Background: an optimization exercise with open tools, aiming at small area, a short achievable clock period and few clock cycles. Do not read the settings as production practice.
At most, simulation tests tie the RTL to the original design; equivalence was not proved.
The RTL of runs 1 to 3 was laid out without a check of its function.
Power and IR drop assume default switching activity. No driver is modelled on the clock port, so clocking that relies on it looks cheaper here than on a real chip.

==> flow/design.v <==
module frx_rx (
    input  wire        clk,
    input  wire        rst,           
    input  wire        in_valid,
    input  wire [7:0]  in_data,
    input  wire        in_last,
    output wire        in_ready,
    output wire        out_valid,
    output wire [7:0]  out_data,
    output wire        out_last,
    input  wire        out_ready,
    output wire [31:0] bytes_read,
    output wire [31:0] bytes_invalid,
    output wire        idle
);
    localparam [7:0] HEAD = 8'hF7;
    localparam integer DF = 8;          
    localparam [2:0] S_CHK  = 3'd0,     
                     S_SCAN = 3'd1,     
                     S_ADDR = 3'd2,     
                     S_LEN  = 3'd3,     
                     S_PAY  = 3'd4,     
                     S_CRC  = 3'd5;     
    function [7:0] crc8_byte(input [7:0] c, input [7:0] d);
        integer i;
        reg [7:0] r;
        begin
            r = c ^ d;
            for (i = 0; i < 8; i = i + 1)
                r = r[7] ? ((r << 1) ^ 8'h07) : (r << 1);
            crc8_byte = r;
        end
    endfunction
    function [10:0] add10(input [9:0] x, input [9:0] y);
        integer i, k;
        reg [9:0] g, p, gn, pn;
        begin
            g = x & y;
            p = x ^ y;
            for (k = 1; k < 10; k = k * 2) begin
                gn = g; pn = p;
                for (i = k; i < 10; i = i + 1) begin
                    gn[i] = g[i] | (p[i] & g[i-k]);
                    pn[i] = p[i] & p[i-k];
                end
                g = gn; p = pn;
            end
            add10 = {g[9], (x ^ y) ^ {g[8:0], 1'b0}};
        end
    endfunction
    function [7:0] inc8(input [7:0] x, input c);
        integer i;
        reg [7:0] t;
        begin
            t[0] = c;
            for (i = 1; i < 8; i = i + 1)
                t[i] = t[i-1] & x[i-1];
            inc8 = x ^ t;
        end
    endfunction
    reg [8:0]  ib0, ib1;
    reg [1:0]  ic;
    reg        in_rdy;
    reg        mid_chunk;
    wire       in_fire = in_valid & in_rdy;
    assign in_ready = in_rdy;
    wire [7:0] w0d  = ib0[7:0];
    wire       w0l  = ib0[8];
    wire       have = (ic != 2'd0);
    reg [2:0]  est;
    reg        resync;
    reg [2:0]  guard;
    reg [2:0]  zz;                      
    reg [2:0]  b1, b2, b3, b4, b5;      
    reg [8:0]  frs;                     
    reg [7:0]  fl;                      
    reg [7:0]  crc;
    reg [7:0]  cstart;
    reg        cand_live;
    reg        wq_v, wq_f;
    reg [7:0]  wq_d;
    reg [8:0]  inv_add;
    reg        rd_fr;
    reg [9:0]  inv_lo, rd_lo;
    reg [7:0]  inv_h1, inv_h2, rd_h1, rd_h2;
    reg [5:0]  inv_h3, rd_h3;
    reg        inv_c1, inv_c2, inv_c3, rd_c1, rd_c2, rd_c3;
    reg [2047:0] ring;
    reg [7:0]  a;                       
    reg [7:0]  W;                       
    reg        adj;                     
    reg        fa;                      
    reg [8*DF-1:0] fq;
    reg [3:0]  fcnt;
    reg        act;                     
    reg [7:0]  P;                       
    reg        hit;                     
    reg        ost_len;                 
    reg [7:0]  rem;
    reg        rem1;                    
    reg        v0, v1, l0, l1;
    reg [7:0]  d0, d1;
    reg        idle_r;
    assign out_valid     = v0;
    assign out_data      = d0;
    assign out_last      = l0;
    assign bytes_read    = {rd_h3, rd_h2, rd_h1, rd_lo};
    assign bytes_invalid = {inv_h3, inv_h2, inv_h1, inv_lo};
    assign idle          = idle_r;
    wire [7:0] tap  = ring[2047:2040];
    wire [7:0] fq0  = fq[7:0];
    wire       fne  = (fcnt != 4'd0);
    wire       full_q = fcnt[3];
    wire       room     = !(v0 & v1);
    wire       take     = hit & room;
    wire       take_a   = take & !act;              
    wire       tlast    = act & !ost_len & rem1;
    wire       rempty   = !act & !fne & !cand_live;
    wire       writable = rempty | fa | take;
    wire       len_bad  = (est == S_LEN) && have && (w0d < 8'd3);
    wire       we       = wq_v && writable && (wq_f || adj) && !(len_bad && wq_f);
    wire       wq_ok    = !wq_v || we;
    reg        pop, put, push;
    reg [2:0]  est_n, guard_n;
    reg        resync_n, cand_live_n;
    reg        disc, disc3, crcfail, acc;
    always @(*) begin
        pop = 1'b0; put = 1'b0; push = 1'b0;
        est_n = est; guard_n = guard; resync_n = resync;
        cand_live_n = cand_live;
        disc = 1'b0; disc3 = 1'b0; crcfail = 1'b0; acc = 1'b0;
        if (we && wq_f) cand_live_n = 1'b1;
        case (est)
            S_CHK, S_SCAN: begin
                if (have) begin
                    pop = 1'b1;
                    if (est == S_SCAN && w0d != HEAD) begin
                        disc = 1'b1;
                        if (guard != 3'd0)
                            guard_n = guard - 3'd1;
                        else if (w0l) begin
                            resync_n = 1'b1;       
                            est_n    = S_CHK;
                        end
                    end else if ((est == S_CHK && resync) || w0d != HEAD) begin
                        disc    = 1'b1;            
                        est_n   = S_SCAN;
                        guard_n = 3'd4;
                    end else begin
                        resync_n = 1'b0;           
                        est_n    = S_ADDR;
                    end
                end
            end
            S_ADDR: begin
                if (have && wq_ok) begin
                    pop = 1'b1; put = 1'b1;
                    est_n = S_LEN;
                end
            end
            S_LEN: begin
                if (len_bad) begin
                    pop = 1'b1; disc3 = 1'b1;      
                    cand_live_n = 1'b0;
                    est_n   = S_SCAN;
                    guard_n = 3'd2;
                end else if (have && wq_ok) begin
                    pop = 1'b1; put = 1'b1;
                    est_n = S_PAY;
                end
            end
            S_PAY: begin
                if (have && wq_ok) begin
                    pop = 1'b1; put = 1'b1;
                    if (fl == 8'd1) est_n = S_CRC;
                end
            end
            S_CRC: begin
                if (have) begin
                    if (w0d == crc) begin
                        if (!full_q && wq_ok) begin
                            pop = 1'b1; push = 1'b1; acc = 1'b1;
                            cand_live_n = 1'b0;
                            est_n = S_CHK;
                        end
                    end else begin
                        pop = 1'b1; crcfail = 1'b1;
                        cand_live_n = 1'b0;
                        if (w0l) begin
                            resync_n = 1'b1;
                            est_n    = S_CHK;
                        end else begin
                            est_n    = S_SCAN;
                            guard_n  = 3'd0;
                        end
                    end
                end
            end
            default: est_n = S_CHK;
        endcase
    end
    wire       chk_fail = disc && (est == S_CHK);
    wire [2:0] zdist     = disc3 ? 3'd3 : (chk_fail ? 3'd5 : zz);
    wire [2:0] ncnt     = disc3 ? 3'd3 : {2'b00, disc};
    wire [2:0] nbeh     = (ic == 2'd2) ? 3'd1 : 3'd0;
    wire       later    = (disc || disc3) && (zdist > nbeh);
    wire [2:0] idx      = zdist - nbeh;
    wire [2:0] now_cnt  = later ? 3'd0 : ncnt;
    wire [2:0] bb1 = b1 + ((later && idx == 3'd1) ? ncnt : 3'd0);
    wire [2:0] bb2 = b2 + ((later && idx == 3'd2) ? ncnt : 3'd0);
    wire [2:0] bb3 = b3 + ((later && idx == 3'd3) ? ncnt : 3'd0);
    wire [2:0] bb4 = b4 + ((later && idx == 3'd4) ? ncnt : 3'd0);
    wire [2:0] bb5 = b5 + ((later && idx == 3'd5) ? ncnt : 3'd0);
    wire [2:0] rel  = in_fire ? bb1 : 3'd0;
    wire [2:0] zz_n = disc3 ? 3'd2 : (chk_fail ? 3'd4 : ((zz != 3'd0) ? zz - 3'd1 : 3'd0));
    wire [7:0] a1     = a + 8'd1;
    wire       act_n  = take ? !(act & tlast) : act;
    wire       eqP    = (a1 == P);
    wire       eqH    = (a1 == fq0);
    wire       eqC    = (a1 == cstart);
    wire       fne_n  = fne ? !(take_a && fcnt == 4'd1) || push : push;
    wire       hit_n  = act_n ? (take | eqP) : (fne ? eqH : (push & eqC));
    wire       xcmp   = act_n ? !(take | eqP) :
                        (fne ? !eqH : ((we & wq_f) | !eqC));
    wire       rempty_n = !act_n & !fne_n & !cand_live_n;
    wire       aW     = (a == W);
    wire       eff    = fa | take | rempty;
    wire       fa_n   = rempty_n | ((eff | aW) & xcmp);
    wire [1:0] ic_n   = ic + {1'b0, in_fire} - {1'b0, pop};
    wire       quiet  = !mid_chunk & !have & !wq_v & !act & !fne & !v0 & !v1 &
                        (inv_add == 9'd0) & !rd_fr &
                        !inv_c1 & !inv_c2 & !inv_c3 & !rd_c1 & !rd_c2 & !rd_c3;
    wire [8:0]  rd_add  = rd_fr ? frs : 9'd0;
    wire [10:0] inv_sum = add10(inv_lo, {1'b0, inv_add});
    wire [10:0] rd_sum  = add10(rd_lo,  {1'b0, rd_add});
    integer i;
    always @(posedge clk) begin
        ring <= {ring[2039:0], (we ? wq_d : tap)};
        if (rst) begin
            ic        <= 2'd0;
            in_rdy    <= 1'b1;
            mid_chunk <= 1'b0;
            est       <= S_CHK;
            resync    <= 1'b0;
            guard     <= 3'd0;
            zz        <= 3'd0;
            b1        <= 3'd0;
            b2        <= 3'd0;
            b3        <= 3'd0;
            b4        <= 3'd0;
            b5        <= 3'd0;
            cand_live <= 1'b0;
            wq_v      <= 1'b0;
            inv_add   <= 9'd0;
            rd_fr     <= 1'b0;
            inv_lo    <= 10'd0;
            rd_lo     <= 10'd0;
            inv_h1    <= 8'd0;
            inv_h2    <= 8'd0;
            inv_h3    <= 6'd0;
            rd_h1     <= 8'd0;
            rd_h2     <= 8'd0;
            rd_h3     <= 6'd0;
            inv_c1    <= 1'b0;
            inv_c2    <= 1'b0;
            inv_c3    <= 1'b0;
            rd_c1     <= 1'b0;
            rd_c2     <= 1'b0;
            rd_c3     <= 1'b0;
            a         <= 8'd0;
            fa        <= 1'b1;
            adj       <= 1'b0;
            fcnt      <= 4'd0;
            act       <= 1'b0;
            hit       <= 1'b0;
            v0        <= 1'b0;
            v1        <= 1'b0;
            idle_r    <= 1'b0;
        end else begin
            if (in_fire) mid_chunk <= !in_last;
            in_rdy <= (ic_n != 2'd2);
            ic     <= ic_n;
            if (pop) ib0 <= ib1;
            if (in_fire) begin
                if (ic_n == 2'd1) ib0 <= {in_last, in_data};
                else              ib1 <= {in_last, in_data};
            end
            est       <= est_n;
            guard     <= guard_n;
            resync    <= resync_n;
            cand_live <= cand_live_n;
            if (pop) zz <= zz_n;
            b1 <= in_fire ? bb2 : bb1;
            b2 <= in_fire ? bb3 : bb2;
            b3 <= in_fire ? bb4 : bb3;
            b4 <= in_fire ? bb5 : bb4;
            b5 <= in_fire ? 3'd0 : bb5;
            if (put) begin
                wq_v <= 1'b1;
                wq_f <= (est == S_ADDR);
                wq_d <= w0d;
            end else if (we || len_bad)
                wq_v <= 1'b0;
            inv_add <= (crcfail ? frs : {6'd0, now_cnt}) + {6'd0, rel};
            rd_fr   <= acc;
            inv_lo  <= inv_sum[9:0];
            inv_c1  <= inv_sum[10];
            inv_h1  <= inc8(inv_h1, inv_c1);
            inv_c2  <= inv_c1 & (&inv_h1);
            inv_h2  <= inc8(inv_h2, inv_c2);
            inv_c3  <= inv_c2 & (&inv_h2);
            inv_h3  <= inc8({2'b00, inv_h3}, inv_c3);
            rd_lo   <= rd_sum[9:0];
            rd_c1   <= rd_sum[10];
            rd_h1   <= inc8(rd_h1, rd_c1);
            rd_c2   <= rd_c1 & (&rd_h1);
            rd_h2   <= inc8(rd_h2, rd_c2);
            rd_c3   <= rd_c2 & (&rd_h2);
            rd_h3   <= inc8({2'b00, rd_h3}, rd_c3);
            a   <= a1;
            fa  <= fa_n;
            adj <= we | aW;
            hit <= hit_n;
            if (take_a) begin
                for (i = 0; i < DF - 1; i = i + 1)
                    fq[8*i +: 8] <= (push && fcnt == i + 1) ? cstart : fq[8*(i+1) +: 8];
            end else if (push) begin
                for (i = 0; i < DF; i = i + 1)
                    if (fcnt == i) fq[8*i +: 8] <= cstart;
            end
            fcnt <= fcnt + {3'd0, push} - {3'd0, take_a};
            act <= act_n;
            if (take) begin
                P <= a1;
                if (!act)
                    ost_len <= 1'b1;
                else if (ost_len) begin
                    ost_len <= 1'b0;
                    rem     <= tap - 8'd1;
                    rem1    <= (tap == 8'd2);
                end else begin
                    rem     <= rem - 8'd1;
                    rem1    <= (rem == 8'd2);
                end
            end
            if (!v0 || out_ready) begin
                if (v1) begin
                    v0 <= 1'b1; d0 <= d1; l0 <= l1;
                    v1 <= 1'b0;
                end else if (take) begin
                    v0 <= 1'b1; d0 <= tap; l0 <= tlast;
                end else
                    v0 <= 1'b0;
            end else if (take) begin
                v1 <= 1'b1; d1 <= tap; l1 <= tlast;
            end
            idle_r <= quiet && !in_fire;
        end
        if (est == S_LEN && put) begin
            frs <= {1'b0, w0d} + 9'd3;
            fl  <= w0d - 8'd1;
            crc <= crc8_byte(8'd0, w0d);
        end else if (est == S_PAY && put) begin
            fl  <= fl - 8'd1;
            crc <= crc8_byte(crc, w0d);
        end
        if (we) begin
            W <= a;
            if (wq_f) cstart <= a;
        end
    end
endmodule
==> flow/flow/run.sh <==
#!/bin/bash
# The standard layout (the standard.sh: unchanged synthesis, floorplan,
# placement, CTS and routing) with two changes in how it is made:
#  - timing repair is asked to leave more setup slack than the default, so the
#    resizer also works on paths that already meet the clock period;
#  - clock tree synthesis clusters up to 30 sinks within 70 um per leaf buffer
#    and inserts no dummy loads.
set -euo pipefail
export SETUP_SLACK_MARGIN=8.6
export CTS_ARGS="-sink_clustering_enable -repair_clock_nets -dont_use_dummy_load -sink_clustering_size 30 -sink_clustering_max_diameter 70"
bash standard.sh > standard_flow.log 2>&1
==> flow/standard.sh <==
#!/bin/bash
# synth_recipe.tcl (not shown) runs the flow's synth.tcl, then flattens the netlist and writes it again
# the make line also repeats each setting of config.mk as NAME=value (left out here)
make -C /OpenROAD-flow-scripts/flow DESIGN_CONFIG=/design/flow/config.mk WORK_HOME=/design/flow/orfs CLKGATE_MAP_FILE= SYNTH_SCRIPT=/design/flow/synth_recipe.tcl "${@:-finish}"
==> flow/config.mk <==
export PLATFORM = sky130hd
export DESIGN_NAME = frx_rx
export DESIGN_NICKNAME = frx_rx
export VERILOG_FILES = /design/flow/design.v
export SDC_FILE = /design/flow/constraint.sdc
export NUM_CORES = 4
export LEC_CHECK = 0
export CAP_MARGIN = 20
export CORE_MARGIN = 2
export CORE_UTILIZATION = 65
export SLEW_MARGIN = 20
export SYNTH_MEMORY_MAX_BITS = 16384
==> flow/constraint.sdc <==
create_clock -name core_clock -period 12.0 [get_ports {clk}]
set_input_delay 2.4000 -clock core_clock [delete_from_list [all_inputs] [get_ports {clk}]]
set_output_delay 2.4000 -clock core_clock [all_outputs]
set_load 0.01 [all_outputs]
==> results of run 1 <==
## layout make-up
class	count	share of cell area [%]
flip-flops and latches	2346	77.84
multi-input cells	903	12.04
clock buffers	94	3.756
repair buffers	252	3.686
well taps	1144	2.285
inverters	61	0.3896
repair inverters	1	0.009989
## layer usage
metal	GRT usage, %	vias to the layer above	share of wire [%]
li1	-	11370	-
met1	26.13	10830	50
met2	26.93	345	43
met3	3.204	159	3.8
met4	6.121	0	3.6
met5	0	-	0
## cell usage after synthesis (all sizes together) (21+ instances only)
cell type and count:
dfxtp 2178, edfxtp 168, nor2 106, nand2 105, ha 103, xnor2 76
mux2 64, nor2b 61, a21oi 60, inv 60, xor2 44, clkbuf 39
o21ai 36, nor3 30, mux2i 21
## how the worst min path moves through the flow
stage,start,endpoint,cells past startpoint
floorplan,ring[992],ring[1000],0
global placement,ring[718],ring[726],0
detailed placement,ring[1091],ring[1099],0
CTS,ring[852],ring[860],0
global route,ring[194],ring[202],0
finish,ring[804],ring[812],0
## through the flow
step / utilization [%] / worst slack (ns) / total power (uW) / hold slack, ns
2_1_floorplan: - / 7.548 / 8746 / 0.3096
3_3_place_gp: 68.33 / 6.957 / 8867 / 0.3110
3_5_place_dp: 68.34 / 6.696 / 8886 / 0.3121
4_1_cts: 73.09 / 7.833 / 12630 / 0.2867
5_1_grt: 73.56 / 7.477 / 13070 / 0.3021
6_report: 73.56 / 7.580 / 12620 / 0.2948
## registers in the layout (all words and copies together) (netlist names), 9 cells and up
register and flops:
ring 2048, fq 64, inv_lo 10, rd_lo 10
frs 9, ib0 9, ib1 9, inv_add 9
## report_power, final
group	total [uW]	leakage (uW)	internal, uW	switching (uW)
clock	3490	0.00116	1410	2080
sequential	8020	0.0191	7960	57.1
combinational	1110	0.00460	551	556
total	12600	0.0248	9920	2700
## logic make-up (layout without fill, tap and decap cells)
| logic type | count (synthesis) | count (layout) | synth area share [%] |
|---|---|---|---|
| flops | 2346 | 2346 | 87.22 |
| simple gates | 427 | 429 | 3.807 |
| compound gates | 154 | 154 | 1.783 |
| fa+ha+maj | 112 | 112 | 2.634 |
| buf+inv | 120 | 408 | 0.8367 |
| mux | 85 | 85 | 1.716 |
| xor+xnor | 123 | 123 | 2.005 |
## what timing repair did
| action | CTS | global route |
|---|---|---|
| gates resized for setup | 568 | 51 |
| cloned | 2 | 1 |
| hold buffers | 0 | 0 |
| setup endpoints to repair | 295 | 207 |
| pin swaps | 37 | 44 |
| buffers inserted | 144 | 15 |
==> summary.md, run 1 <==
| Metric | Value |
|---|---|
| R2r endpoint | `crc[2]` |
| Slew Viols, Final | `0` |
| Storage cell area | `slightly below 50000 um^2` |
| DR DRC count | `0` |
| Gr ovfl total | `0` |
| Diodes inserted | `0` |
| Hpwl dp | `approximately 44000 um` |
| Avg WL per Cell | `roughly 16 um` |
| Hold Crit Class | `flop to flop` |
| CTS sink cnt | `~2300` |
| Worst Path Arrival | `between 4 and 5 ns` |
| Setup Skew | `0.07763 ns` |
| Non-Filler Instances | `4801` |
| Clock Path Buffers | `3` |
| Seq/Total Area, Yosys | `between 80 and 90%` |
| R2R setup slack | `7.58 ns` |
| Routed Antenna Nets | `0` |
| Critical Path End | `crc[2]` |
| Area contributors post-synth | `dfxtp_1 78%, edfxtp_1 9.0%, ha_1 2.3%` |
| Final Critical Period | `4.420 ns` |
| Power per cell area | `between 200 and 250 nW/um^2` |
| Yosys top cell area share | `between 70% and 80%` |
| Async SR Flop Fraction | `0%` |
| Final instance area | `62630 um^2` |
| Crit Path Max Fanout | `4` |
| Initial DRC Count | `between 1000 and 1500` |
| CP delay by family, top | `buffers and inverters` |
| Global-route wire length before repair | `around 130000 um` |
| Worst Setup SP | `ib0[2]` |
| Synthesis-to-finish area growth | `12.29%` |
| Critical Path Stages | `30` |
| Vias in the first global route | `roughly 23000` |
| Post-Syn Nets | `3492` |
| Port buffer count | `88` |
| Gate Count Post-Synth | `around 3400` |
| Worst-skew pair later-pin latency | `between 0.6 and 0.7 ns` |
| Antenna violations before repair | `0` |
| Die X | `slightly below 300 um` |
| YS warnings | `1` |
| Post-synth cell types | `70` |
| Share of layout cells above drive strength 1 | `between 10% and 20%` |
| FP Rows | `107` |
| Nets | `roughly 3800` |
| Cell Area, Placed | `about 58000 um^2` |
| Max H-tree Level | `3` |
| Worst EP required | `around 12 ns` |
| Most frequent cell on the critical path | `buf_4` |
| Total Die Area | `~90000 um^2` |
| Number of I/O pins | `between 80 and 90` |
| Setup TNS | `0 ns` |
| Setup Crit Path Kind | `flop to flop` |
| CTS tree | `done` |
| Root Driver | `clkbuf_16` |
| Vias after detailed routing | `between 20000 and 25000` |
| Lkg Pwr | `around 0.025 uW` |
| Final Cycle Share | `roughly 37%` |
| Commonest non-fill, non-tap cell in the layout | `dfxtp_1` |
| Multi-input logic area | `~7500 um^2` |
| Synth Flop Type | `dfxtp_1` |
| Largest net degree at the start of global routing | `59` |
| Die Ht | `between 200 and 300 um` |
| CP max stage delay | `0.46 ns` |
| Placed Cells | `~4500` |
| Yosys reg bits | `approximately 2300` |
| EDFF count, synth | `168` |
| Peak VDD IR | `between 0.00015 and 0.0002 V` |
| First-pass iteration count of the detailed router | `5` |
| Gr usage total | `17.79%` |
| Status | `complete, no violations` |
| Rel. slew slack | `a little under half` |
| Slowest-stage cell, CP | `edfxtp_1` |
| Fillers | `between 5000 and 6000` |
| RSZ-0062 raised after global routing | `yes` |
| Reg-to-Reg Start | `ib0[2]` |
| Vias per cell | `between 4 and 5` |
| Largest area contributor in the netlist | `dfxtp_1` |
| R2R depth | `30` |
| Syn_area_per_cell | `roughly 17 um^2` |
| Tightest Pin Transition | `0.7763 ns` |
| Core ar. | `85150 um^2` |
| CP Capture Type | `flop` |
| GP Congestion | `0.8259` |
| Final count of hold timing violations | `0` |
| Post-Synthesis Cell Area | `between 50000 and 60000 um^2` |
| Fmax | `roughly 0.23 GHz` |
| CTS buffer count | `94` |
| Critical path buffers and inverters | `28` |
| Initial core utilization | `65.51%` |
| Max Cap Violations | `0` |
| Clock transition at path regs | `~0.10 ns` |
| Most frequent cells in the layout | `2107 x dfxtp_1, 168 x edfxtp_1, 147 x buf_4` |
| Startpoint types | `flop` |
| Routed Wire Length | `between 70000 and 80000 um` |
| Final Setup Violations | `0` |
==> inputs of run 2 (changes only) <==
--- a/flow/design.v
+++ b/flow/design.v
@@ -300,6 +300,6 @@
                 wq_f <= (est == S_ADDR);
                 wq_d <= w0d;
-            end else if (we || len_bad)
-                wq_v <= 1'b0;
+            end else if (we || len_bad || crcfail)
+                wq_v <= 1'b0;                      
             inv_add <= (crcfail ? frs : {6'd0, now_cnt}) + {6'd0, rel};
             rd_fr   <= acc;
--- a/flow/config.mk
+++ b/flow/config.mk
@@ -11,2 +11,3 @@
 export SLEW_MARGIN = 20
 export SYNTH_MEMORY_MAX_BITS = 16384
+export TNS_END_PERCENT = 0
==> summary.md, run 2 <==
| Metric | Value |
|---|---|
| Status | `complete, no violations` |
| Seq/Total Area, Yosys | `87.01% (-0.20 points)` |
| Largest family of logic cells by synthesized area | `simple AND/OR/NAND/NOR gates` |
| Synthesis-to-finish area growth | `8.764%` |
| Die X | `297.3 um (+0.12%)` |
| Yosys reg bits | `2346 (unchanged)` |
| Most frequent cell after synthesis | `dfxtp_1` |
| Tightest Pin Transition | `1.023 ns (+0.2464 ns)` |
| GP Congestion | `0.8254 (about the same)` |
| Biggest regs | `ring: 2048 flops, fq: 64 flops` |
| Non-Filler Instances | `4684 (-2.4%)` |
| Final Critical Period | `4.239 ns (-0.1815 ns)` |
| Port buffer count | `88 (unchanged)` |
| Rel. slew slack | `31.40% (-16 points)` |
| Hpwl dp | `44060 um (-0.64%)` |
| Post-Synth Adder-Cell Area | `2.627% (-0.0061 points)` |
| Vias after detailed routing | `22300 (-1.8%)` |
| Commonest cells in the netlist | `2178 x dfxtp_1, 168 x edfxtp_1, 112 x nor2_1` |
| Synth Flop Type | `dfxtp_1` |
| Hold endpoint | `ring[1801]` |
| Core ar. | `85150 um^2 (unchanged)` |
| Clock transition at path regs | `0.10 ns (about the same)` |
| Xor/xnor share of the synthesized area | `2.189% (+0.18 points)` |
| Initial DRC Count | `1234 (+19%)` |
| Hold path start | `ring[1793]` |
| Area contributors post-synth | `dfxtp_1 78%, edfxtp_1 9.0%, ha_1 2.3%` |
| DR DRC count | `0 (unchanged)` |
| Clock Path Buffers | `3 (unchanged)` |
| Largest area contributor in the netlist | `dfxtp_1` |
| Power per cell area | `202.4 nW/um^2 (+0.47%)` |
| Gate Count Post-Synth | `3368 (+0.030%)` |
| Routed Wire Length | `75260 um (-3.6%)` |
| R2R depth | `22 (-27%)` |
| Max Cap Violations | `0 (unchanged)` |
| Initial core utilization | `65.66% (+0.15 points)` |
| CP Capture Type | `flop` |
| Total Die Area | `88370 um^2 (+0.23%)` |
| Root Driver | `clkbuf_16` |
| R2R setup slack | `7.76 ns (+0.18 ns)` |
| Critical path buffers and inverters | `4 (-86%)` |
| Crit Path Max Fanout | `4 (unchanged)` |
| Nets | `3666 (-3.1%)` |
| Final Setup Violations | `0 (unchanged)` |
| Peak VDD IR | `0.0001641 V (+2.6%)` |
| Flip-flop count of the largest register after layout | `2048 (unchanged)` |
| Fmax | `0.2359 GHz (+4.3%)` |
| Post-Syn Nets | `3493 (+0.029%)` |
| Worst-skew pair later-pin latency | `0.66 ns (about the same)` |
| Mux contribution to synthesized area | `1.701% (-0.015 points)` |
| CTS sink cnt | `2346 (unchanged)` |
| YS warnings | `1 (unchanged)` |
| Most frequent cells in the layout | `2175 x dfxtp_1, 168 x edfxtp_1, 108 x nor2_1` |
| Cell Chain, Critical Path | `inv_2 > ha_1 > o221ai_2 > and4_4 > nor3_2 > ha_2 > nor2_2 > o21ai_1 > nand2_1 > o21ai_2 > nor2_2 > ha_2 > inv_1 > fa_1 > nor2_2 > inv_1 > fa_2 > inv_1 > a21o_1 > nand2_1 > or3_1 > a21oi_1` |
| Slowest-stage cell, CP | `edfxtp_1` |
| Reg-to-Reg Start | `ib0[4]` |
| Slew Viols, Final | `0 (unchanged)` |
| Placed Cells | `4552 (+0.15%)` |
| CP max stage delay | `0.48 ns (+0.02 ns)` |
| Post-Synthesis Cell Area | `55910 um^2 (+0.23%)` |
| Setup TNS | `0 ns (unchanged)` |
| Final count of hold timing violations | `0 (unchanged)` |
| Number of I/O pins | `89 (unchanged)` |
| Compound-Gate Fraction of Synth Area | `1.779% (-0.0042 points)` |
| Routed Antenna Nets | `0 (unchanged)` |
| Async SR Flop Fraction | `0% (unchanged)` |
| Largest net degree at the start of global routing | `81 (+37%)` |
| Commonest non-fill, non-tap cell in the layout | `dfxtp_1` |
| EDFF count, synth | `168 (unchanged)` |
| Worst Path Arrival | `4.81 ns (+0.03 ns)` |
| CTS tree | `done` |
| Worst EP required | `12.57 ns (+0.21 ns)` |
| Vias in the first global route | `22680 (-3.5%)` |
| Gr ovfl total | `0 (unchanged)` |
| Final Cycle Share | `35.32% (-1.5 points)` |
| Vias per cell | `4.762 (+0.70%)` |
| Avg WL per Cell | `16.07 um (-1.2%)` |
| Lkg Pwr | `0.02398 uW (-3.4%)` |
| Antenna violations before repair | `4 (+4)` |
| Setup Crit Path Kind | `flop to flop` |
| Global-route wire length before repair | `122100 um (-3.3%)` |
| Simple-gate area share of the yosys netlist | `3.865% (+0.058 points)` |
| Max H-tree Level | `3 (unchanged)` |
| RSZ-0062 raised after global routing | `yes` |
| Startpoint types | `flop` |
| Post-synth cell types | `76 (+8.6%)` |
| CTS buffer count | `92 (-2.1%)` |
| CP delay by family, top | `adder cells` |
| Syn_area_per_cell | `16.60 um^2 (+0.20%)` |
| Share of layout cells above drive strength 1 | `7.629% (-9.2 points)` |
| Die Ht | `297.3 um (+0.12%)` |
| Setup Skew | `0.06773 ns (-0.009903 ns)` |
| First-pass iteration count of the detailed router | `5 (unchanged)` |
| Most flop-heavy register | `ring` |
| Yosys top cell area share | `77.99% (-0.18 points)` |
| R2r endpoint | `inv_add[8]` |
| Cell depth of the worst min-delay path | `0 (unchanged)` |
| Gr usage total | `17.20% (-0.59 points)` |
| FP Rows | `107 (unchanged)` |
| Hold Crit Class | `flop to flop` |
[run 2: logic make-up (layout without fill, tap and decap cells)]
| logic type | Yosys count | count (layout) |
|---|---|---|
| xor gates and xnor gates | 130 | 130 |
| muxes | 87 | 87 |
| adders and majority gates | 112 | 112 |
| buffers and inverters | 112 | 283 |
| other | 0 | 1 |
| AOI/OAI and AO/OA | 150 | 150 |
| DFF | 2346 | 2346 |
| and+or+nand+nor | 431 | 431 |
[run 2: worst register-to-register path, cell delays in order (launching register included)]
cell and delay, ns:
edfxtp_1 0.48, inv_2 0.10, ha_1 0.24, o221ai_2 0.22, and4_4 0.28, nor3_2 0.05
ha_2 0.34, nor2_2 0.04, o21ai_1 0.11, nand2_1 0.10, o21ai_2 0.20, nor2_2 0.06
ha_2 0.17, inv_1 0.06, fa_1 0.44, nor2_2 0.15, inv_1 0.06, fa_2 0.34
inv_1 0.06, a21o_1 0.13, nand2_1 0.08, or3_1 0.33, a21oi_1 0.16
[run 2: what timing repair did]
item	in CTS	in global routing
pin swaps	19	15
hold buffers	0	0
setup buffers	34	5
endpoints found under the setup margin	242	225
resized for setup	25	10
[run 2: where the power goes]
part	internal, uW	total, uW	switching, uW	leakage, uW
clock network	1380	3460	2080	0.00113
logic	364	812	448	0.00377
registers	7970	8030	59.1	0.0191
[run 2: metal layers]
| layer | wire length, um | vias to the layer above | track usage [%] | part of all wire (%) |
|---|---|---|---|---|
| met5 | 0 | - | 0 | 0 |
| met4 | 1734 | 0 | 5.303 | 2.3 |
| met3 | 2851 | 112 | 2.746 | 3.8 |
| met2 | 32940 | 330 | 26.27 | 44 |
| met1 | 37730 | 10730 | 25.55 | 50 |
| li1 | - | 11140 | - | - |
[run 2: through the flow]
step,total power (uW),worst slack [ns],area (um^2),hold slack (ns),utilization (%)
after detailed placement,8891,6.779,58070,0.3121,68.21
after global placement,8881,6.849,58070,0.3098,68.21
final,12310,7.761,60810,0.2865,71.41
after floorplan,8728,7.556,56000,0.3096,-
after CTS,12370,7.743,60720,0.2833,71.31
after global routing,12760,7.554,60800,0.2896,71.41
[run 2: area by class of cell]
type	count	area, um^2
antenna	1	2.502
clock buffer	92	2302
fill	5414	24340
inverter	60	227.7
multi-input combinational	910	6978
sequential	2346	48650
tap	1144	1431
timing repair buffer	131	1214
[run 2: how the worst max path moves through the flow]
stage                       to  cells after the start  startpoint
floorplan               ib0[7]                     14    in_valid
global placement        ib1[2]                     10    in_valid
detailed placement      ib1[7]                     10    in_valid
CTS                 inv_add[8]                     23      ib0[3]
global route             b4[2]                     24      ib0[4]
finish              inv_add[8]                     22      ib0[4]
==> inputs of run 3 (changes only) <==
--- a/flow/flow/run.sh
+++ b/flow/flow/run.sh
@@ -7,5 +7,5 @@
 #    and inserts no dummy loads.
 set -euo pipefail
-export SETUP_SLACK_MARGIN=8.6
+export SETUP_SLACK_MARGIN=8.4
 export CTS_ARGS="-sink_clustering_enable -repair_clock_nets -dont_use_dummy_load -sink_clustering_size 30 -sink_clustering_max_diameter 70"
 bash standard.sh > standard_flow.log 2>&1
--- a/flow/config.mk
+++ b/flow/config.mk
@@ -11,3 +11,2 @@
 export SLEW_MARGIN = 20
 export SYNTH_MEMORY_MAX_BITS = 16384
-export TNS_END_PERCENT = 0
==> summary.md, run 3 <==
| Metric | Value |
|---|---|
| Antenna violations before repair | `0 (-4)` |
| Max Cap Violations | `0 (unchanged)` |
| Final count of hold timing violations | `0 (unchanged)` |
| Seq/Total Area, Yosys | `87.01% (unchanged)` |
| Crit Path Max Fanout | `3 (-1)` |
| Global-route wire length before repair | `131600 um (+7.8%)` |
| Routed Wire Length | `81630 um (+8.5%)` |
| Initial DRC Count | `1168 (-5.3%)` |
| Largest area contributor in the netlist | `dfxtp_1` |
| Gr ovfl total | `0 (unchanged)` |
| Initial core utilization | `65.66% (unchanged)` |
| Rel. slew slack | `49.57% (+18 points)` |
| Post-Syn Nets | `3493 (unchanged)` |
| CTS tree | `done` |
| Gr usage total | `18.74% (+1.5 points)` |
| Clock transition at path regs | `0.10 ns (about the same)` |
| Routing usage on met3 | `3.389% (+0.64 points)` |
| Xor/xnor share of the synthesized area | `2.189% (unchanged)` |
| Gate Count Post-Synth | `3368 (unchanged)` |
| Final Power | `12600 uW (+2.4%)` |
| Tightest Pin Transition | `0.7564 ns (-0.2663 ns)` |
| Post-synth cell types | `76 (unchanged)` |
| Async SR Flop Fraction | `0% (unchanged)` |
| Most flop-heavy register | `ring` |
| Area contributors post-synth | `dfxtp_1 78%, edfxtp_1 9.0%, ha_1 2.3%` |
| Gr busiest metal | `met2` |
| Final Util | `72.69% (+1.3 points)` |
| Worst EP required | `12.57 ns (about the same)` |
| Number of I/O pins | `89 (unchanged)` |
| Max H-tree Level | `3 (unchanged)` |
| Simple-gate area share of the yosys netlist | `3.865% (unchanged)` |
| Synth Flop Type | `dfxtp_1` |
| Hold Crit Class | `flop to flop` |
| Synthesis-to-finish area growth | `10.71%` |
| Hpwl dp | `46080 um (+4.6%)` |
| Diodes inserted | `0 (-1)` |
| First-pass iteration count of the detailed router | `5 (unchanged)` |
| Port buffer count | `88 (unchanged)` |
| Most frequent cells in the layout | `2110 x dfxtp_1, 168 x edfxtp_1, 105 x nand2_1` |
| Vias per cell | `4.787 (+0.53%)` |
| Post-Synthesis Cell Area | `55910 um^2 (unchanged)` |
| Lkg Pwr | `0.02467 uW (+2.9%)` |
| Largest family of logic cells by synthesized area | `simple AND/OR/NAND/NOR gates` |
| Power per cell area | `203.6 nW/um^2 (+0.59%)` |
| Most frequent cell after synthesis | `dfxtp_1` |
| Status | `complete, no violations` |
| Hold-fix buffer count after cts | `0 (unchanged)` |
| Worst Path Arrival | `4.86 ns (+0.05 ns)` |
| Die Ht | `297.3 um (unchanged)` |
| CTS buffer count | `93 (+1.1%)` |
| Compound-Gate Fraction of Synth Area | `1.779% (unchanged)` |
| Vias after detailed routing | `22790 (+2.2%)` |
| Peak VDD IR | `0.0001868 V (+14%)` |
| CP Capture Type | `flop` |
| RSZ-0062 raised after global routing | `yes` |
| Final Setup Violations | `0 (unchanged)` |
| Total Die Area | `88370 um^2 (unchanged)` |
| Root Driver | `clkbuf_16` |
| Yosys reg bits | `2346 (unchanged)` |
| Nets | `3743 (+2.1%)` |
| Setup Skew | `0.09888 ns (+0.03115 ns)` |
| EDFF count, synth | `168 (unchanged)` |
| Final Cycle Share | `35.70% (+0.38 points)` |
| Worst-skew pair later-pin latency | `0.68 ns (+0.02 ns)` |
| Fillers | `5289 (-2.3%)` |
| CTS sink cnt | `2346 (unchanged)` |
| Core ar. | `85150 um^2 (unchanged)` |
| Hold Slack | `0.2759 ns (-0.01059 ns)` |
| Syn_area_per_cell | `16.60 um^2 (unchanged)` |
| GP Congestion | `0.8046 (-2.5%)` |
| Routed Antenna Nets | `0 (unchanged)` |
| Vias in the first global route | `23790 (+4.9%)` |
| Post-Synth Adder-Cell Area | `2.627% (unchanged)` |
| Setup TNS | `0 ns (unchanged)` |
| Die X | `297.3 um (unchanged)` |
| Yosys top cell area share | `77.99% (unchanged)` |
| Flip-flop count of the largest register after layout | `2048 (unchanged)` |
| Biggest regs | `ring: 2048 flops, fq: 64 flops` |
| Fmax | `0.2334 GHz (-1.1%)` |
| Slew Viols, Final | `0 (unchanged)` |
| Commonest cells in the netlist | `2178 x dfxtp_1, 168 x edfxtp_1, 112 x nor2_1` |
| Startpoint types | `flop` |
| Clock Path Buffers | `3 (unchanged)` |
| DR DRC count | `0 (unchanged)` |
| Avg WL per Cell | `17.15 um (+6.7%)` |
| Largest net degree at the start of global routing | `81 (unchanged)` |
| M2 GR Usage | `29.22% (+2.9 points)` |
| Share of layout cells above drive strength 1 | `15.18% (+7.6 points)` |
| Mux contribution to synthesized area | `1.701% (unchanged)` |
| FP Rows | `107 (unchanged)` |
| YS warnings | `1 (unchanged)` |
| Final Critical Period | `4.285 ns (+0.04589 ns)` |
| Setup Crit Path Kind | `flop to flop` |
| Commonest non-fill, non-tap cell in the layout | `dfxtp_1` |
| Global routing usage on met1 | `27.23% (+1.7 points)` |
run 3: cell counts after synthesis:
No cell type changed its count.
run 3: area by class of cell:
type	instances	area, um^2	area share (%)
timing repair buffer	203	1637	2.644
inverter	60	245.2	0.3962
clock buffer	93	2327	3.760
sequential	2346	48740	78.75
tap	1144	1431	2.313
timing repair inverter	1	6.256	0.01011
multi-input combinational	913	7503	12.12
run 3: timing repair:
item / 4_1_cts / 5_1_grt
endpoints found under the setup margin: 186 / 127
gates cloned: 2 / 3
gates resized for setup: 423 / 106
pin swaps: 30 / 35
buffers inserted: 81 / 28
run 3: worst paths after layout:
kind / from / slack [ns] / depth (start not counted) / endpoint
worst max-delay path: ib0[3] / 7.72 / 24 / inv_add[8]
worst min-delay path: ring[616] / 0.28 / 0 / ring[624]
worst max register to register: ib0[3] / 7.72 / 24 / inv_add[8]
worst min register to register: ring[616] / 0.28 / 0 / ring[624]
run 3: power breakdown:
part           switching [uW]  internal, uW
combinational             553           511
clock                    2100          1400
sequential               65.6          7970
total                    2720          9880
run 3: logic make-up (layout without fill, tap and decap cells):
family                     Yosys count  after routing
and+or+nand+nor                    431            434
adders and majority gates          112            112
muxes                               87             87
DFF                               2346           2346
buffers and inverters              112            357
xor gates and xnor gates           130            130
AOI/OAI and AO/OA                  150            150
run 3: critical path, cell delays in order (launching register included):
cell      delay (ns)
edfxtp_1        0.49
inv_2           0.14
buf_6           0.11
ha_4            0.13
nand2_2         0.06
o221ai_4        0.14
and4_4          0.28
nor3_4          0.06
ha_4            0.29
nor2_4          0.04
o21ai_2         0.10
nand2_1         0.09
o21ai_2         0.18
nor2_1          0.06
ha_2            0.17
inv_2           0.05
fa_2            0.47
nor2_4          0.14
inv_2           0.05
fa_2            0.36
inv_2           0.05
a21o_1          0.14
nand2_1         0.08
or3_4           0.38
a21oi_2         0.14
run 3: routing by layer:
metal,vias to the layer above,routed length (um)
li1,11300,-
met3,131,3395
met5,-,0
met2,344,36770
met1,11010,39280
met4,0,2178
run 3: stage by stage:
step / setup WS [ns] / cells / cell area (um^2)
floorplan: 7.557 / 3368 / 56180
global placement: 6.835 / 4553 / 58220
detailed placement: 6.759 / 4553 / 58220
CTS: 7.655 / 4729 / 61120
global route: 7.516 / 4760 / 61890
finish: 7.715 / 4760 / 61890
==> inputs of run 4 (changes only) <==
--- a/flow/design.v
+++ b/flow/design.v
@@ -59,5 +59,5 @@
         end
     endfunction
-    reg [8:0]  ib0, ib1;
+    reg [10:0] ib0, ib1;
     reg [1:0]  ic;
     reg        in_rdy;
@@ -67,5 +67,8 @@
     wire [7:0] w0d  = ib0[7:0];
     wire       w0l  = ib0[8];
+    wire       w0h  = ib0[9];               
+    wire       w0s  = ib0[10];              
     wire       have = (ic != 2'd0);
+    wire [10:0] inew = {in_data < 8'd3, in_data == HEAD, in_last, in_data};
     reg [2:0]  est;
     reg        resync;
@@ -73,4 +76,6 @@
     reg [2:0]  zz;                      
     reg [2:0]  b1, b2, b3, b4, b5;      
+    reg [2:0]  ev_n, ev_i;              
+    reg        ev_f, ev_c;              
     reg [8:0]  frs;                     
     reg [7:0]  fl;                      
@@ -118,5 +123,5 @@
     wire       rempty   = !act & !fne & !cand_live;
     wire       writable = rempty | fa | take;
-    wire       len_bad  = (est == S_LEN) && have && (w0d < 8'd3);
+    wire       len_bad  = (est == S_LEN) && have && w0s;
     wire       we       = wq_v && writable && (wq_f || adj) && !(len_bad && wq_f);
     wire       wq_ok    = !wq_v || we;
@@ -135,5 +140,5 @@
                 if (have) begin
                     pop = 1'b1;
-                    if (est == S_SCAN && w0d != HEAD) begin
+                    if (est == S_SCAN && !w0h) begin
                         disc = 1'b1;
                         if (guard != 3'd0)
@@ -143,5 +148,5 @@
                             est_n    = S_CHK;
                         end
-                    end else if ((est == S_CHK && resync) || w0d != HEAD) begin
+                    end else if ((est == S_CHK && resync) || !w0h) begin
                         disc    = 1'b1;            
                         est_n   = S_SCAN;
@@ -204,13 +209,13 @@
     wire [2:0] ncnt     = disc3 ? 3'd3 : {2'b00, disc};
     wire [2:0] nbeh     = (ic == 2'd2) ? 3'd1 : 3'd0;
-    wire       later    = (disc || disc3) && (zdist > nbeh);
-    wire [2:0] idx      = zdist - nbeh;
-    wire [2:0] now_cnt  = later ? 3'd0 : ncnt;
-    wire [2:0] bb1 = b1 + ((later && idx == 3'd1) ? ncnt : 3'd0);
-    wire [2:0] bb2 = b2 + ((later && idx == 3'd2) ? ncnt : 3'd0);
-    wire [2:0] bb3 = b3 + ((later && idx == 3'd3) ? ncnt : 3'd0);
-    wire [2:0] bb4 = b4 + ((later && idx == 3'd4) ? ncnt : 3'd0);
-    wire [2:0] bb5 = b5 + ((later && idx == 3'd5) ? ncnt : 3'd0);
-    wire [2:0] rel  = in_fire ? bb1 : 3'd0;
+    wire       later    = (zdist > nbeh);
+    wire [2:0] idx      = later ? zdist - nbeh : 3'd0;
+    wire [2:0] bb1 = b1 + ((ev_i == 3'd1) ? ev_n : 3'd0);
+    wire [2:0] bb2 = b2 + ((ev_i == 3'd2) ? ev_n : 3'd0);
+    wire [2:0] bb3 = b3 + ((ev_i == 3'd3) ? ev_n : 3'd0);
+    wire [2:0] bb4 = b4 + ((ev_i == 3'd4) ? ev_n : 3'd0);
+    wire [2:0] bb5 = b5 + ((ev_i == 3'd5) ? ev_n : 3'd0);
+    wire [2:0] now_cnt = (ev_i == 3'd0) ? ev_n : 3'd0;
+    wire [2:0] rel  = ev_f ? bb1 : 3'd0;
     wire [2:0] zz_n = disc3 ? 3'd2 : (chk_fail ? 3'd4 : ((zz != 3'd0) ? zz - 3'd1 : 3'd0));
     wire [7:0] a1     = a + 8'd1;
@@ -228,6 +233,7 @@
     wire       fa_n   = rempty_n | ((eff | aW) & xcmp);
     wire [1:0] ic_n   = ic + {1'b0, in_fire} - {1'b0, pop};
+    wire [1:0] ic_k   = ic - {1'b0, pop};            
     wire       quiet  = !mid_chunk & !have & !wq_v & !act & !fne & !v0 & !v1 &
-                        (inv_add == 9'd0) & !rd_fr &
+                        (inv_add == 9'd0) & !rd_fr & (ev_n == 3'd0) & !ev_c &
                         !inv_c1 & !inv_c2 & !inv_c3 & !rd_c1 & !rd_c2 & !rd_c3;
     wire [8:0]  rd_add  = rd_fr ? frs : 9'd0;
@@ -250,4 +256,8 @@
             b4        <= 3'd0;
             b5        <= 3'd0;
+            ev_n      <= 3'd0;
+            ev_i      <= 3'd0;
+            ev_f      <= 1'b0;
+            ev_c      <= 1'b0;
             cand_live <= 1'b0;
             wq_v      <= 1'b0;
@@ -279,11 +289,9 @@
         end else begin
             if (in_fire) mid_chunk <= !in_last;
-            in_rdy <= (ic_n != 2'd2);
+            in_rdy <= in_fire ? (ic_k == 2'd0) : (ic_k != 2'd2);
             ic     <= ic_n;
-            if (pop) ib0 <= ib1;
-            if (in_fire) begin
-                if (ic_n == 2'd1) ib0 <= {in_last, in_data};
-                else              ib1 <= {in_last, in_data};
-            end
+            if (in_fire && ic_k == 2'd0) ib0 <= inew;
+            else if (pop)                ib0 <= ib1;
+            if (in_fire && ic_k != 2'd0) ib1 <= inew;
             est       <= est_n;
             guard     <= guard_n;
@@ -291,9 +299,13 @@
             cand_live <= cand_live_n;
             if (pop) zz <= zz_n;
-            b1 <= in_fire ? bb2 : bb1;
-            b2 <= in_fire ? bb3 : bb2;
-            b3 <= in_fire ? bb4 : bb3;
-            b4 <= in_fire ? bb5 : bb4;
-            b5 <= in_fire ? 3'd0 : bb5;
+            ev_n <= disc3 ? 3'd3 : {2'b00, disc};
+            ev_i <= idx;
+            ev_f <= in_fire;
+            ev_c <= crcfail;
+            b1 <= ev_f ? bb2 : bb1;
+            b2 <= ev_f ? bb3 : bb2;
+            b3 <= ev_f ? bb4 : bb3;
+            b4 <= ev_f ? bb5 : bb4;
+            b5 <= ev_f ? 3'd0 : bb5;
             if (put) begin
                 wq_v <= 1'b1;
@@ -302,5 +314,5 @@
             end else if (we || len_bad || crcfail)
                 wq_v <= 1'b0;                      
-            inv_add <= (crcfail ? frs : {6'd0, now_cnt}) + {6'd0, rel};
+            inv_add <= (ev_c ? frs : {6'd0, now_cnt}) + {6'd0, rel};
             rd_fr   <= acc;
             inv_lo  <= inv_sum[9:0];
--- a/flow/flow/run.sh
+++ b/flow/flow/run.sh
@@ -7,5 +7,5 @@
 #    and inserts no dummy loads.
 set -euo pipefail
-export SETUP_SLACK_MARGIN=8.4
+export SETUP_SLACK_MARGIN=8.6
 export CTS_ARGS="-sink_clustering_enable -repair_clock_nets -dont_use_dummy_load -sink_clustering_size 30 -sink_clustering_max_diameter 70"
 bash standard.sh > standard_flow.log 2>&1
==> summary.md, run 4 <==
| Metric | Value |
|---|---|
| Worst-skew pair later-pin latency | `0.66 ns (-0.02 ns)` |
| Yosys top cell area share | `78.27% (+0.28 points)` |
| YS warnings | `1 (unchanged)` |
| Routed Antenna Nets | `0 (unchanged)` |
| Gr ovfl total | `0 (unchanged)` |
| Crit Path Max Fanout | `1 (-2)` |
| Most flop-heavy register | `ring` |
| Synth Flop Type | `dfxtp_1` |
| Setup Skew | `0.06367 ns (-0.03521 ns)` |
| Most frequent cell after synthesis | `dfxtp_1` |
| Hold Crit Class | `flop to flop` |
| Total Die Area | `88340 um^2 (about the same)` |
| Worst Path Arrival | `1.20 ns (-3.66 ns)` |
| Area contributors post-synth | `dfxtp_1 78%, edfxtp_1 9.2%, ha_1 2.2%` |
| Commonest non-fill, non-tap cell in the layout | `dfxtp_1` |
| Critical path buffers and inverters | `1 (-4)` |
| Rel. slew slack | `33.82% (-16 points)` |
| Hpwl dp | `42070 um (-8.7%)` |
| Post-synth cell types | `65 (-14%)` |
| Biggest regs | `ring: 2048 flops, fq: 64 flops` |
| Largest net degree at the start of global routing | `75 (-7.4%)` |
| Global-route wire length before repair | `117800 um (-11%)` |
| Initial DRC Count | `1105 (-5.4%)` |
| Peak VDD IR | `0.0001523 V (-18%)` |
| Non-Filler Instances | `4674 (-1.8%)` |
| RSZ-0062 raised after global routing | `yes` |
| Async SR Flop Fraction | `0% (unchanged)` |
| Post-Synthesis Cell Area | `55880 um^2 (about the same)` |
| Largest area contributor in the netlist | `dfxtp_1` |
| Setup TNS | `0 ns (unchanged)` |
| DR DRC count | `0 (unchanged)` |
| Die X | `297.2 um (about the same)` |
| Hold-fix buffer count after cts | `0 (unchanged)` |
| Flip-flop count of the largest register after layout | `2048 (unchanged)` |
| Commonest cells in the netlist | `2185 x dfxtp_1, 172 x edfxtp_1, 120 x nor2_1` |
| Synthesis-to-finish area growth | `9.851%` |
| Final Util | `72.10% (-0.59 points)` |
| Die Ht | `297.2 um (about the same)` |
| Vias per cell | `4.706 (-1.7%)` |
| Worst EP required | `9.60 ns (-2.97 ns)` |
| Vias after detailed routing | `22000 (-3.5%)` |
| Routed Wire Length | `72890 um (-11%)` |
| Root Driver | `clkbuf_16` |
| CTS sink cnt | `2357 (+0.47%)` |
| CP Capture Type | `primary output` |
| Final Power | `12170 uW (-3.4%)` |
| Seq/Total Area, Yosys | `87.51% (+0.50 points)` |
| CP delay by family, top | `flip-flops` |
| Final count of hold timing violations | `0 (unchanged)` |
| EDFF count, synth | `172 (+2.4%)` |
| Placed Cells | `4504 (-1.1%)` |
| Yosys reg bits | `2357 (+0.47%)` |
| Setup Crit Path Kind | `flop to primary output` |
| Nets | `3652 (-2.4%)` |
| Gate Count Post-Synth | `3311 (-1.7%)` |
| Antenna violations before repair | `7 (+7)` |
| Fmax | `0.2779 GHz (+19%)` |
| CTS buffer count | `93 (unchanged)` |
| Power per cell area | `198.2 nW/um^2 (-2.6%)` |
| FP Rows | `107 (unchanged)` |
| Clock Path Buffers | `3 (unchanged)` |
| Vias in the first global route | `22070 (-7.2%)` |
| Tightest Pin Transition | `0.9837 ns (+0.2273 ns)` |
| Share of layout cells above drive strength 1 | `12.69% (-2.5 points)` |
| Clock transition at path regs | `0.09 ns (about the same)` |
| Startpoint types | `flop` |
| GP Congestion | `0.7831 (-2.7%)` |
| Final Setup Violations | `0 (unchanged)` |
| Most frequent cells in the layout | `2118 x dfxtp_1, 172 x edfxtp_1, 117 x nor2_1` |
| Status | `complete, no violations` |
| Syn_area_per_cell | `16.88 um^2 (+1.7%)` |
| Cell Chain, Critical Path | `buf_2` |
| Post-Syn Nets | `3431 (-1.8%)` |
| Slew Viols, Final | `0 (unchanged)` |
| Max Cap Violations | `0 (unchanged)` |
| Diodes inserted | `0 (unchanged)` |
| CP max stage delay | `0.39 ns (-0.10 ns)` |
| Max H-tree Level | `3 (unchanged)` |
| Initial core utilization | `65.63% (about the same)` |
| Slowest-stage cell, CP | `edfxtp_1` |
| CTS tree | `done` |
| Number of I/O pins | `89 (unchanged)` |
| Final Critical Period | `3.598 ns (-0.6861 ns)` |
| Avg WL per Cell | `15.59 um (-9.1%)` |
| Port buffer count | `88 (unchanged)` |
| Lkg Pwr | `0.02432 uW (-1.4%)` |
| First-pass iteration count of the detailed router | `5 (unchanged)` |
| Final Cycle Share | `29.99% (-5.7 points)` |
| Gr usage total | `16.48% (-2.3 points)` |
| Core ar. | `85150 um^2 (unchanged)` |
-- run 4: layout make-up --
class,count,area (um^2)
flip-flops and latches,2357,49000
clock buffers,93,2327
inverters,54,202.7
repair buffers,168,1574
well taps,1144,1431
multi-input cells,858,6857
fillers,5303,23760
-- run 4: power breakdown --
| group | internal (uW) | switching [uW] | leakage [uW] |
|---|---|---|---|
| sequential | 8040 | 91.8 | 0.0192 |
| clock | 1400 | 2090 | 0.00115 |
| combinational | 260 | 291 | 0.00400 |
-- run 4: cell families (layout without fill, tap and decap cells) --
kind of cell,count (synthesis),in the layout,synth area share (%)
multiplexers,105,105,2.131
AO/OA/AOI/OAI,136,136,1.690
AND/OR/NAND/NOR,382,382,3.452
adder cells (fa/ha/maj),107,107,2.517
flip-flops,2357,2357,87.51
XOR/XNOR,128,128,2.031
buffers and inverters,96,315,0.6649
-- run 4: worst reg2reg max path, stage by stage (launching register included) --
cell      delay (ns)
dfxtp_1         0.70
a21boi_1        0.32
a311oi_4        0.55
o21ai_4         0.17
a22oi_4         0.34
xnor2_1         0.22
nor3_4          0.19
buf_12          0.17
mux2_2          0.34
-- run 4: layer usage --
metal,wire [um],up-vias,GRT usage [%]
li1,-,11050,-
met1,37360,10470,25.57
met2,30730,361,24.09
met3,3205,111,2.907
met4,1596,0,4.449
met5,0,-,0
-- run 4: worst paths after layout --
check	start	endpoint	slack, ns	depth (start not counted)
worst max-delay path	l0	out_last	8.40	1
worst max register to register	v1	ib0[10]	8.75	8
worst min register to register	ring[630]	ring[638]	0.30	0
worst min-delay path	ring[630]	ring[638]	0.30	0
-- run 4: repair_timing --
item,4_1_cts,5_1_grt
setup buffers,51,25
pin swaps,1,0
gates cloned,0,1
endpoints found under the setup margin,252,196
gates resized for setup,459,9
-- run 4: through the flow --
stage	hold slack, ns	setup WS (ns)	area [um^2]
2_1_floorplan	0.3096	8.495	56150
4_1_cts	0.2980	8.344	61120
3_3_place_gp	0.3096	7.347	58250
3_5_place_dp	0.3121	7.269	58250
5_1_grt	0.2882	8.329	61390
6_report	0.2965	8.402	61390
Testbench counts of run 4, summed over its fixed seeds: cycles 98,240.
==> inputs of run 5 (changes only) <==
--- a/flow/flow/run.sh
+++ b/flow/flow/run.sh
@@ -7,5 +7,5 @@
 #    and inserts no dummy loads.
 set -euo pipefail
-export SETUP_SLACK_MARGIN=8.6
+export SETUP_SLACK_MARGIN=8.3
 export CTS_ARGS="-sink_clustering_enable -repair_clock_nets -dont_use_dummy_load -sink_clustering_size 30 -sink_clustering_max_diameter 70"
 bash standard.sh > standard_flow.log 2>&1
==> summary.md, run 5 <==
| Metric | Value |
|---|---|
| Final Critical Period | `3.650 ns (+0.05185 ns)` |
| DR DRC count | `0 (unchanged)` |
| Fmax | `0.2740 GHz (-1.4%)` |
| Yosys top cell area share | `78.27% (unchanged)` |
| Root Driver | `clkbuf_16` |
| CP Capture Type | `primary output` |
| Commonest cells in the netlist | `2185 x dfxtp_1, 172 x edfxtp_1, 120 x nor2_1` |
| Port buffer count | `88 (unchanged)` |
| CTS tree | `done` |
| Final Util | `71.03% (-1.1 points)` |
| Final Setup Violations | `0 (unchanged)` |
| Final Power | `12090 uW (-0.65%)` |
| CP max stage delay | `0.37 ns (-0.02 ns)` |
| Setup TNS | `0 ns (unchanged)` |
| Die Ht | `297.2 um (unchanged)` |
| RSZ-0062 raised after global routing | `no` |
| Hpwl dp | `41120 um (-2.3%)` |
| Max H-tree Level | `3 (unchanged)` |
| Hold Crit Class | `flop to flop` |
| Seq/Total Area, Yosys | `87.51% (unchanged)` |
| Antenna violations before repair | `2 (-5)` |
| Power per cell area | `199.9 nW/um^2 (+0.86%)` |
| Nets | `3583 (-1.9%)` |
| Setup Skew | `0.07158 ns (+0.007914 ns)` |
| Biggest regs | `ring: 2048 flops, fq: 64 flops` |
| Routed Antenna Nets | `0 (unchanged)` |
| Gr ovfl total | `0 (unchanged)` |
| Slowest-stage cell, CP | `dfxtp_2` |
| Clock transition at path regs | `0.10 ns (about the same)` |
| Final WS setup | `8.350 ns (-0.05185 ns)` |
| Setup Crit Path Kind | `flop to primary output` |
| Peak VDD IR | `0.0001636 V (+7.5%)` |
| Number of I/O pins | `89 (unchanged)` |
| Share of layout cells above drive strength 1 | `8.437% (-4.3 points)` |
| Status | `complete, no violations` |
| Largest net degree at the start of global routing | `82 (+9.3%)` |
| GP Congestion | `0.8115 (+3.6%)` |
| Final count of hold timing violations | `0 (unchanged)` |
| CTS buffer count | `92 (-1.1%)` |
| Vias in the first global route | `22200 (+0.58%)` |
| Post-Synthesis Cell Area | `55880 um^2 (unchanged)` |
| Synthesis-to-finish area growth | `8.214%` |
| Yosys reg bits | `2357 (unchanged)` |
| CTS sink cnt | `2357 (unchanged)` |
| Startpoint types | `flop` |
| Total Die Area | `88340 um^2 (unchanged)` |
| Async SR Flop Fraction | `0% (unchanged)` |
| Worst EP required | `9.60 ns (about the same)` |
| Area contributors post-synth | `dfxtp_1 78%, edfxtp_1 9.2%, ha_1 2.2%` |
| Lkg Pwr | `0.02383 uW (-2.0%)` |
| Die X | `297.2 um (unchanged)` |
| YS warnings | `1 (unchanged)` |
| Final Cycle Share | `30.42% (+0.43 points)` |
| Slew Viols, Final | `0 (unchanged)` |
| Syn_area_per_cell | `16.88 um^2 (unchanged)` |
| Placement Setup Slack | `7.302 ns (+0.03247 ns)` |
| Vias per cell | `4.716 (+0.20%)` |
| EDFF count, synth | `172 (unchanged)` |
| Cell Chain, Critical Path | `clkdlybuf4s15_2` |
| Most flop-heavy register | `ring` |
| Core ar. | `85150 um^2 (unchanged)` |
| CP delay by family, top | `flip-flops` |
| Clock Path Buffers | `3 (unchanged)` |
| Vias after detailed routing | `21720 (-1.3%)` |
| Synth Flop Type | `dfxtp_1` |
| Worst-skew pair later-pin latency | `0.68 ns (+0.02 ns)` |
| Hold-fix buffer count after cts | `0 (unchanged)` |
| Crit Path Max Fanout | `3 (+2)` |
| Max Cap Violations | `0 (unchanged)` |
| Commonest non-fill, non-tap cell in the layout | `dfxtp_1` |
| Global-route wire length before repair | `116200 um (-1.3%)` |
| Gate Count Post-Synth | `3311 (unchanged)` |
| Diodes inserted | `0 (unchanged)` |
| Avg WL per Cell | `15.29 um (-1.9%)` |
| Critical path buffers and inverters | `1 (unchanged)` |
| Flip-flop count of the largest register after layout | `2048 (unchanged)` |
| Hold Slack | `0.2895 ns (-0.007028 ns)` |
| Gr usage total | `16.08% (-0.40 points)` |
| Rel. slew slack | `31.03% (-2.8 points)` |
| Most frequent cells in the layout | `2160 x dfxtp_1, 172 x edfxtp_1, 118 x nor2_1` |
| Routed Wire Length | `70430 um (-3.4%)` |
| Largest area contributor in the netlist | `dfxtp_1` |
| Worst Path Arrival | `1.25 ns (+0.05 ns)` |
| First-pass iteration count of the detailed router | `5 (unchanged)` |
| Initial core utilization | `65.63% (unchanged)` |
| Most frequent cell after synthesis | `dfxtp_1` |
| Initial DRC Count | `1185 (+7.2%)` |
| FP Rows | `107 (unchanged)` |
| Post-synth cell types | `65 (unchanged)` |
| Post-Syn Nets | `3431 (unchanged)` |
| Tightest Pin Transition | `1.035 ns (+0.05091 ns)` |
-- run 5: cell counts after synthesis --
No cell type changed its count.
-- run 5: logic make-up (layout without fill, tap and decap cells) --
family	count (synthesis)	count (layout)	share of synthesized area (%)
buffers and inverters	96	246	0.6649
AOI/OAI and AO/OA	136	136	1.690
and+or+nand+nor	382	382	3.452
DFF	2357	2357	87.51
xor gates and xnor gates	128	128	2.031
muxes	105	105	2.131
adders and majority gates	107	107	2.517
-- run 5: worst register-to-register path: stages (launching register included) --
cell	delay, ns
edfxtp_1	0.53
xnor2_1	0.39
ha_1	0.21
and3_1	0.18
nand4_1	0.23
nor2_1	0.25
nand3_2	0.25
ha_1	0.27
or2_2	0.44
a21oi_4	0.33
-- run 5: report_power, final --
part           leakage (uW)  internal, uW  switching, uW  total [uW]
Clock               0.00113          1380           2070        3450
Combinational       0.00353           227            268         495
Sequential           0.0192          8040           99.5        8140
Total                0.0238          9650           2440       12100
-- run 5: layer usage --
metal	GRT usage, %	routed length, um	vias to the layer above
met5	0	0	-
met4	4.846	1793	0
met3	2.658	2810	110
met2	23.52	29270	289
met1	24.83	36550	10390
li1	-	-	10930
-- run 5: metrics by stage --
stage,std cells,instance area [um^2]
2_1_floorplan,3311,55930
3_3_place_gp,4506,58120
3_5_place_dp,4506,58120
4_1_cts,4602,60450
5_1_grt,4605,60480
6_report,4605,60480
-- run 5: repair_timing --
item | in CTS | in global routing
pin swaps | 1 | 0
hold endpoints to repair | 0 | 0
gates resized for setup | 187 | 45
buffers inserted | 4 | 3
endpoints found under the setup margin | 143 | 89
-- run 5: final timing paths --
kind | from | endpoint | slack, ns | cells after the start
setup / recovery | rd_h1[7] | bytes_read[17] | 8.35 | 1
hold / removal | ring[1310] | ring[1318] | 0.29 | 0
setup reg to reg | ib0[4] | fq[24] | 8.54 | 9
hold reg to reg | ring[1310] | ring[1318] | 0.29 | 0
-- run 5: cell type report --
cell class | count | area [um^2]
clock buffer | 92 | 2302
fill | 5481 | 24670
inverter | 54 | 202.7
multi-input combinational | 858 | 6750
sequential | 2357 | 48950
tap | 1144 | 1431
timing repair buffer | 100 | 843.3
==> inputs of run 6 (changes only) <==
--- a/flow/flow/run.sh
+++ b/flow/flow/run.sh
@@ -7,5 +7,5 @@
 #    and inserts no dummy loads.
 set -euo pipefail
-export SETUP_SLACK_MARGIN=8.3
+export SETUP_SLACK_MARGIN=8.4
 export CTS_ARGS="-sink_clustering_enable -repair_clock_nets -dont_use_dummy_load -sink_clustering_size 30 -sink_clustering_max_diameter 70"
 bash standard.sh > standard_flow.log 2>&1
--- a/flow/config.mk
+++ b/flow/config.mk
@@ -8,5 +8,5 @@
 export CAP_MARGIN = 20
 export CORE_MARGIN = 2
-export CORE_UTILIZATION = 65
+export CORE_UTILIZATION = 70
 export SLEW_MARGIN = 20
 export SYNTH_MEMORY_MAX_BITS = 16384
==> summary.md, run 6 <==
| Metric | Value |
|---|---|
| Nets | `3612 (+0.81%)` |
| Flip-flop count of the largest register after layout | `2048 (unchanged)` |
| Slowest-stage cell, CP | `edfxtp_1` |
| Post-synth cell types | `65 (unchanged)` |
| Multi-input logic area | `6789 um^2 (+0.57%)` |
| Commonest non-fill, non-tap cell in the layout | `dfxtp_1` |
| Crit Path Max Fanout | `1 (-2)` |
| GP Congestion | `0.8017 (-1.2%)` |
| Synth Flop Type | `dfxtp_1` |
| CTS tree | `done` |
| Total Die Area | `82110 um^2 (-7.0%)` |
| Antenna violations before repair | `5 (+3)` |
| Critical path buffers and inverters | `1 (unchanged)` |
| Storage cell area | `48990 um^2 (about the same)` |
| Vias in the first global route | `24080 (+8.5%)` |
| Commonest cells in the netlist | `2185 x dfxtp_1, 172 x edfxtp_1, 120 x nor2_1` |
| Clock Path Buffers | `3 (unchanged)` |
| Status | `complete, no violations` |
| Sequential Power Share | `66.8% (-0.5 points)` |
| Fmax | `0.2774 GHz (+1.2%)` |
| Tightest Pin Transition | `1.082 ns (+0.04747 ns)` |
| FP Rows | `103 (-3.7%)` |
| Routed Antenna Nets | `0 (unchanged)` |
| Switching Fraction | `20.91% (+0.73 points)` |
| Yosys reg bits | `2357 (unchanged)` |
| Clock transition at path regs | `0.11 ns (about the same)` |
| Cell Area, Placed | `58050 um^2 (-0.11%)` |
| Async SR Flop Fraction | `0% (unchanged)` |
| Met2 wire length | `42550 um (+45%)` |
| CP max stage delay | `0.42 ns (+0.05 ns)` |
| Vias per cell | `4.934 (+4.6%)` |
| CTS sink cnt | `2357 (unchanged)` |
| Hold-fix buffer count after cts | `0 (unchanged)` |
| Worst EP required | `9.60 ns (about the same)` |
| Final count of hold timing violations | `0 (unchanged)` |
| Setup TNS | `0 ns (unchanged)` |
| Hpwl dp | `44710 um (+8.7%)` |
| Share of total power in the clock network | `29.0% (+0.4 points)` |
| Rel. slew slack | `27.86% (-3.2 points)` |
| Lkg Pwr | `0.02400 uW (+0.75%)` |
| Met3 routed WL | `3917 um (+39%)` |
| Final instance area | `60510 um^2 (about the same)` |
| Largest net degree at the start of global routing | `65 (-21%)` |
| Seq/Total Area, Yosys | `87.51% (unchanged)` |
| Vias after detailed routing | `22410 (+3.2%)` |
| Final Critical Period | `3.605 ns (-0.04491 ns)` |
| Fillers | `4213 (-23%)` |
| Cell Chain, Critical Path | `buf_6` |
| Die X | `286.6 um (-3.6%)` |
| CTS buffer count | `91 (-1.1%)` |
| Routed Wire Length | `86230 um (+22%)` |
| Post-Synthesis Cell Area | `55880 um^2 (unchanged)` |
| Final Cycle Share | `30.04% (-0.37 points)` |
| Reg-to-Reg Start | `ib0[4]` |
| Gate Count Post-Synth | `3311 (unchanged)` |
| Power per cell area | `201.6 nW/um^2 (+0.83%)` |
| Most frequent cells in the layout | `2122 x dfxtp_1, 172 x edfxtp_1, 118 x nor2_1` |
| CP Capture Type | `primary output` |
| Int Pwr | `9646 uW (about the same)` |
| Gr usage total | `21.53% (+5.4 points)` |
| CP delay by family, top | `flip-flops` |
| Hold Crit Class | `flop to flop` |
| Post-Syn Nets | `3431 (unchanged)` |
| Syn_area_per_cell | `16.88 um^2 (unchanged)` |
| Slew Viols, Final | `0 (unchanged)` |
| Net switching power | `2551 uW (+4.5%)` |
| Global-route wire length before repair | `136900 um (+18%)` |
| EDFF count, synth | `172 (unchanged)` |
| Startpoint types | `flop` |
| DR DRC count | `0 (unchanged)` |
| Final Setup Violations | `0 (unchanged)` |
## run 6: cell type report
cell class	instances	share of cell area, %
sequential	2357	80.97
multi-input combinational	858	11.22
clock buffer	91	3.763
tap	1050	2.171
timing repair buffer	130	1.536
inverter	54	0.3350
antenna	2	0.008271
## run 6: cells by family after synthesis
group / after synthesis / synth area share [%]
DFF: 2357 / 87.51
and+or+nand+nor: 382 / 3.452
AOI/OAI and AO/OA: 136 / 1.690
xor gates and xnor gates: 128 / 2.031
adders and majority gates: 107 / 2.517
muxes: 105 / 2.131
buffers and inverters: 96 / 0.6649
## run 6: worst register-to-register path, stage by stage, from the launching register on
cell and delay, ns:
edfxtp_1 0.55, xnor2_1 0.36, ha_1 0.19, and3_1 0.20, nand4_1 0.22, nor2_1 0.26, nand3_2 0.26, ha_1 0.28
or2_2 0.42, a21oi_2 0.40
## run 6: layer usage
metal  global-route usage (%)  vias up
li1                         -    10970
met1                    28.95    10940
met2                    36.69      375
met3                    3.792      123
met4                    5.209        2
met5                        0        -
## run 6: power by group through the flow
stage               combinational (uW)  clock, uW  sequential [uW]
finish                             509       3540             8150
global placement                   475          0             8320
CTS                                507       3630             8150
floorplan                          411          0             8260
detailed placement                 485          0             8320
global route                       564       3880             8160
## run 6: what timing repair did
| action | 4_1_cts | 5_1_grt |
|---|---|---|
| resized for setup | 358 | 19 |
| buffers inserted | 37 | 1 |
| endpoints found under the setup margin | 118 | 68 |
| pin swaps | 1 | 0 |
## run 6: stage by stage
step	worst slack (ns)	cells	hold WS, ns
2_1_floorplan	8.341	3311	0.3096
3_3_place_gp	7.357	4411	0.3095
3_5_place_dp	7.307	4411	0.3121
4_1_cts	8.269	4539	0.2977
5_1_grt	8.346	4541	0.3108
6_report	8.395	4542	0.3028
## run 6: worst paths after layout
path,to,cells after the start
setup / recovery,out_data[6],1
hold / removal,ring[1028],0
setup reg to reg,fq[33],9
hold reg to reg,ring[1028],0

Setup slack of run 6, layout unchanged: 8.395 ns with ideal ports, 8.334 ns with driving cells assumed (clock clkbuf_16, inputs buf_2), 7.748 ns with port delays also shifted by the 0.705 ns mid clock arrival.
